This is an optimization exercise on Yosys and OpenROAD, whose aim is small area, a short achievable clock period and few clock cycles per item, not a production implementation. Function was checked by simulation only, so behaviour that the tests miss may differ from the original.

## build 34
## biquad_cascade
module biquad_cascade (
    input  wire               clk,
    input  wire               rst,         
    input  wire               coef_we,
    input  wire signed [15:0] coef_b0,
    input  wire signed [15:0] coef_b1,
    input  wire signed [15:0] coef_b2,
    input  wire signed [15:0] coef_a1,
    input  wire signed [15:0] coef_a2,
    input  wire        [2:0]  coef_nst,    
    input  wire               in_valid,
    output wire               in_ready,
    input  wire signed [15:0] in_data,
    output reg                out_valid,
    output reg  signed [15:0] out_data
);
Size in the first run: ~4800 cells after synthesis, roughly 540 flip-flops, ~120 I/O pins.
Settings: LEC_CHECK=0, ABC_AREA=1, CAP_MARGIN=20, CORE_MARGIN=2, CORE_UTILIZATION=55, SLEW_MARGIN=20, SYNTH_HIERARCHICAL=1; clock period 16.0 ns.
standard.sh (not shown) runs the stock make flow with config.mk's settings and CLKGATE_MAP_FILE= SYNTH_SCRIPT=/design/flow/synth_recipe.tcl, a recipe that flattens the netlist after the stock synthesis.
==> flow/flow/run.sh <==
#!/bin/bash
set -euo pipefail
MARGIN=$(cat flow/margin.txt)
bash standard.sh SETUP_SLACK_MARGIN=$MARGIN \
    "BUFFER_PORTS_ARGS=-buffer_cell sky130_fd_sc_hd__buf_2" finish > flow_standard.log 2>&1
==> flow/flow/margin.txt <==
10.7
Testbench counts of build 34, summed over its fixed seeds: cycles 18,059, samples 6,144.
#### Input delta (build 61 over build 34)
Settings: an added CTS_CLUSTER_DIAMETER of 100; an added CTS_CLUSTER_SIZE of 22; a change of CORE_UTILIZATION from 55 to 65.
==> flow/flow/margin.txt <==
11.45
Results
Build 61 went all the way through synthesis, placement and routing and the layout is clean on timing, DRC and antenna. Setup slack: build 61 more than build 34. Changes observed in build 61 relative to build 34: fraction of the mapped netlist area in compound gates stayed essentially flat; count of clock-buffer cells in the layout fell by 31; insertion delay of the later-clocked pin in the worst-skew pair stayed essentially flat. Build 61 vs. build 34: worst hold slack after final layout went up by 0.0040 ns. Fraction of final layout cells sized beyond drive strength 1 (higher): build 61. Detailed-routed wire length on met2 sits lower in build 61 than in build 34.
The following lists how build 74 was set up differently from build 61:
Settings: CTS_CLUSTER_SIZE now 25, was 22.
==> flow/flow/margin.txt <==
11.0
[summary]
Build 61: flow completed, timing, DRC and antenna clean. Per the final summary, build 74 finished and its layout is clean on timing, DRC and antenna. Comparing build 74 against build 61, there is no change at all in sequential cell count. Build 74 ends up with a end-of-flow core utilization that is 5.0 points lower than in build 61. Count of antenna diodes in the layout: build 74 and build 61 compared, lower one is build 61. | clock period minus worst slack | higher: build 74 |. Actual slew at the worst max-slew pin came out higher on build 74 than on build 61. Compared with build 61, build 74 improves final instance area. Taking build 61 as the reference, in build 74 via count of the first global-routing pass went down 1625, post-route met1 wirelength went down about 2.4%, detailed-routed wire length on met3 went down about 11%.
diff inputs: build 74 => build 70
Settings: clearing CTS_CLUSTER_SIZE, which used to be 25; swapping 65 for 55 in CORE_UTILIZATION; clearing CTS_CLUSTER_DIAMETER, which used to be 100.
==> flow/flow/run.sh <==
#!/bin/bash
set -euo pipefail
MARGIN=$(cat flow/margin.txt)
bash standard.sh SETUP_SLACK_MARGIN=$MARGIN finish > flow_standard.log 2>&1
==> flow/flow/margin.txt <==
11.4
Notes after the runs:
Build 74 -> build 70: net count after synthesis flat
In the tables for build 70 and build 74, clock buffer count from CTS reads higher with build 70.
Worst max-slew margin expressed relative to the limit in build 70 is 13 points higher than in build 74
Between build 70 and build 74, the amount of wire on met3 after detailed routing is higher for build 70.
Area: build 70 vs build 74 -> build 70 larger
The setup slack of build 70 is larger than that of build 74.
Looking at routed wire length, build 70 sits about 14% higher than build 74 does.
Summary of build 70 over build 74: share of the cycle needed by the critical path after routing dropped 2.1 points; data required time of the critical path barely changed; count of plain and timing-repair buffers climbed 249.
Build 70 — area of the core about 20% higher, build 74 as reference
Input-level comparison between build 72 and build 70:
Settings: putting CTS_CLUSTER_SIZE at 22 where nothing was set; swapping 55 for 65 in CORE_UTILIZATION; putting CTS_CLUSTER_DIAMETER at 100 where nothing was set.
==> flow/flow/run.sh <==
#!/bin/bash
set -euo pipefail
MARGIN=$(cat flow/margin.txt)
bash standard.sh SETUP_SLACK_MARGIN=$MARGIN \
    "BUFFER_PORTS_ARGS=-buffer_cell sky130_fd_sc_hd__buf_2" finish > flow_standard.log 2>&1
==> flow/flow/margin.txt <==
11.2
Notes after the runs:
From build 70 to build 72 the numbers moved as follows: global-route usage went up, slack of the critical path decreased by 0.14 ns relative to the old numbers. Die area: build 72 vs build 70 down 13000 µm². The count of non-filler cells in the finished layout reported for build 72 is smaller than that of build 70 by 391. In build 72 relative to build 70, fmax had gone down by a few percent. Side by side, arrival time reported for the critical path endpoint turned out higher in build 72 than in build 70.

* * *

== job 8485 ==
biquad_cascade again, from the RTL that the note above started with.
clock: 16.0 ns
lec_check: 0
abc_area: 1
cap_margin: 20
core_margin: 2
core_utilization: 65
cts_cluster_diameter: 100
cts_cluster_size: 22
slew_margin: 20
synth_hierarchical: 1
==> flow/flow/run.sh <==
#!/bin/bash
set -euo pipefail
MARGIN=$(cat flow/margin.txt)
bash standard.sh SETUP_SLACK_MARGIN=$MARGIN \
    "BUFFER_PORTS_ARGS=-buffer_cell sky130_fd_sc_hd__buf_2" finish > flow_standard.log 2>&1
==> flow/flow/margin.txt <==
11.0
Testbench counts of job 8485, summed over its fixed seeds: cycles 18,059, samples 6,144.
Setup changes, job 8485 to job 5794
Settings: CTS_CLUSTER_SIZE no longer set, was 22; CTS_BUF_LIST now sky130_fd_sc_hd__clkbuf_8, previously not set; CTS_CLUSTER_DIAMETER no longer set, was 100.
==> comparison <==
Changes observed in job 5794 relative to job 8485: worst setup slack now sits lower; count of clock buffers in the final design higher; proportion of layout cells with a drive suffix above 1 now sits higher; flip-flop and latch area has remained practically unchanged.
Job 5794 ended up with isel[1] as its beginning of the critical path; job 8485 ended up with a1[5].
Job 5794 vs job 8485: non-clock buffer count up by a few percent
The met3 wirelength from detailed routing on job 5794 is in line with that on job 8485.
Compared with job 8485, job 5794 shows time the final worst path needs with I/O delays and setup higher by 4.6 ps.
Compared with job 8485, in job 5794 total setup violations reported at the end of the flow held steady; wire length after detailed routing grew by about 0.9%.
Job 5794 has number of gates on the worst path with buffers counted above what job 8485 had.
From job 5794 to job 8485, number of buffer cells added on primary ports did not move at all.
diff inputs: job 5794 => job 1988
Settings: a deleted CTS_BUF_LIST that had been sky130_fd_sc_hd__clkbuf_8; an added CTS_CLUSTER_DIAMETER of 100; an added CTS_CLUSTER_SIZE of 22.
==> flow/flow/margin.txt <==
11.3
==> run summary <==
[compare] base=job 5794 new=job 1988: global-route wire length before repair picked up an extra 1.9%. Compared job 5794 against job 1988; footprint of the flip-flops and latches within noise.

## what the ideal ports hide
In the flow no input, the clock included, has a driving cell. The finished layouts below were timed again as built, in two steps.
Step 1 sets driving cells, clkbuf_16 on the clock port and buf_2 on the other inputs (assumed; they add their load-dependent delay and slew).
Step 2 times the ports against the registers' clock, not the clock port: input delays grow and output delays shrink by t, the midpoint of the rising clock arrivals with the driver on.
a / b / c = ideal / step 1 / step 2; a / b = the first two.
run	t (ns)	slack for setup (ns)	hold WS [ns]	worst slew at a driven data input, ns
build 34	0.728	10.792 / 10.792 / 10.792	0.463 / 0.463 / 0.463	0.06
build 61	0.738	11.312 / 11.312 / 10.921	0.467 / 0.467 / 0.467	0.07
build 74	0.716	10.950 / 10.950 / 10.950	0.469 / 0.469 / 0.469	0.06
build 70	0.745	11.289 / 11.289 / 10.819	0.462 / 0.462 / 0.462	0.05
build 72	0.738	11.149 / 11.149 / 10.865	0.468 / 0.468 / 0.468	0.05
job 8485	0.671	10.945 / 10.945 / 10.945	0.470 / 0.470 / 0.470	0.07
job 5794	0.807	10.941 / 10.941 / 10.941	0.449 / 0.449 / 0.449	0.06
job 1988	0.737	11.283 / 11.283 / 10.720	0.467 / 0.467 / 0.467	0.06
After both steps setup and hold are still met in every run listed. For job 1988, which loses most, drivers alone change the setup slack by 0.000 ns; drivers and shift together by -0.563 ns.
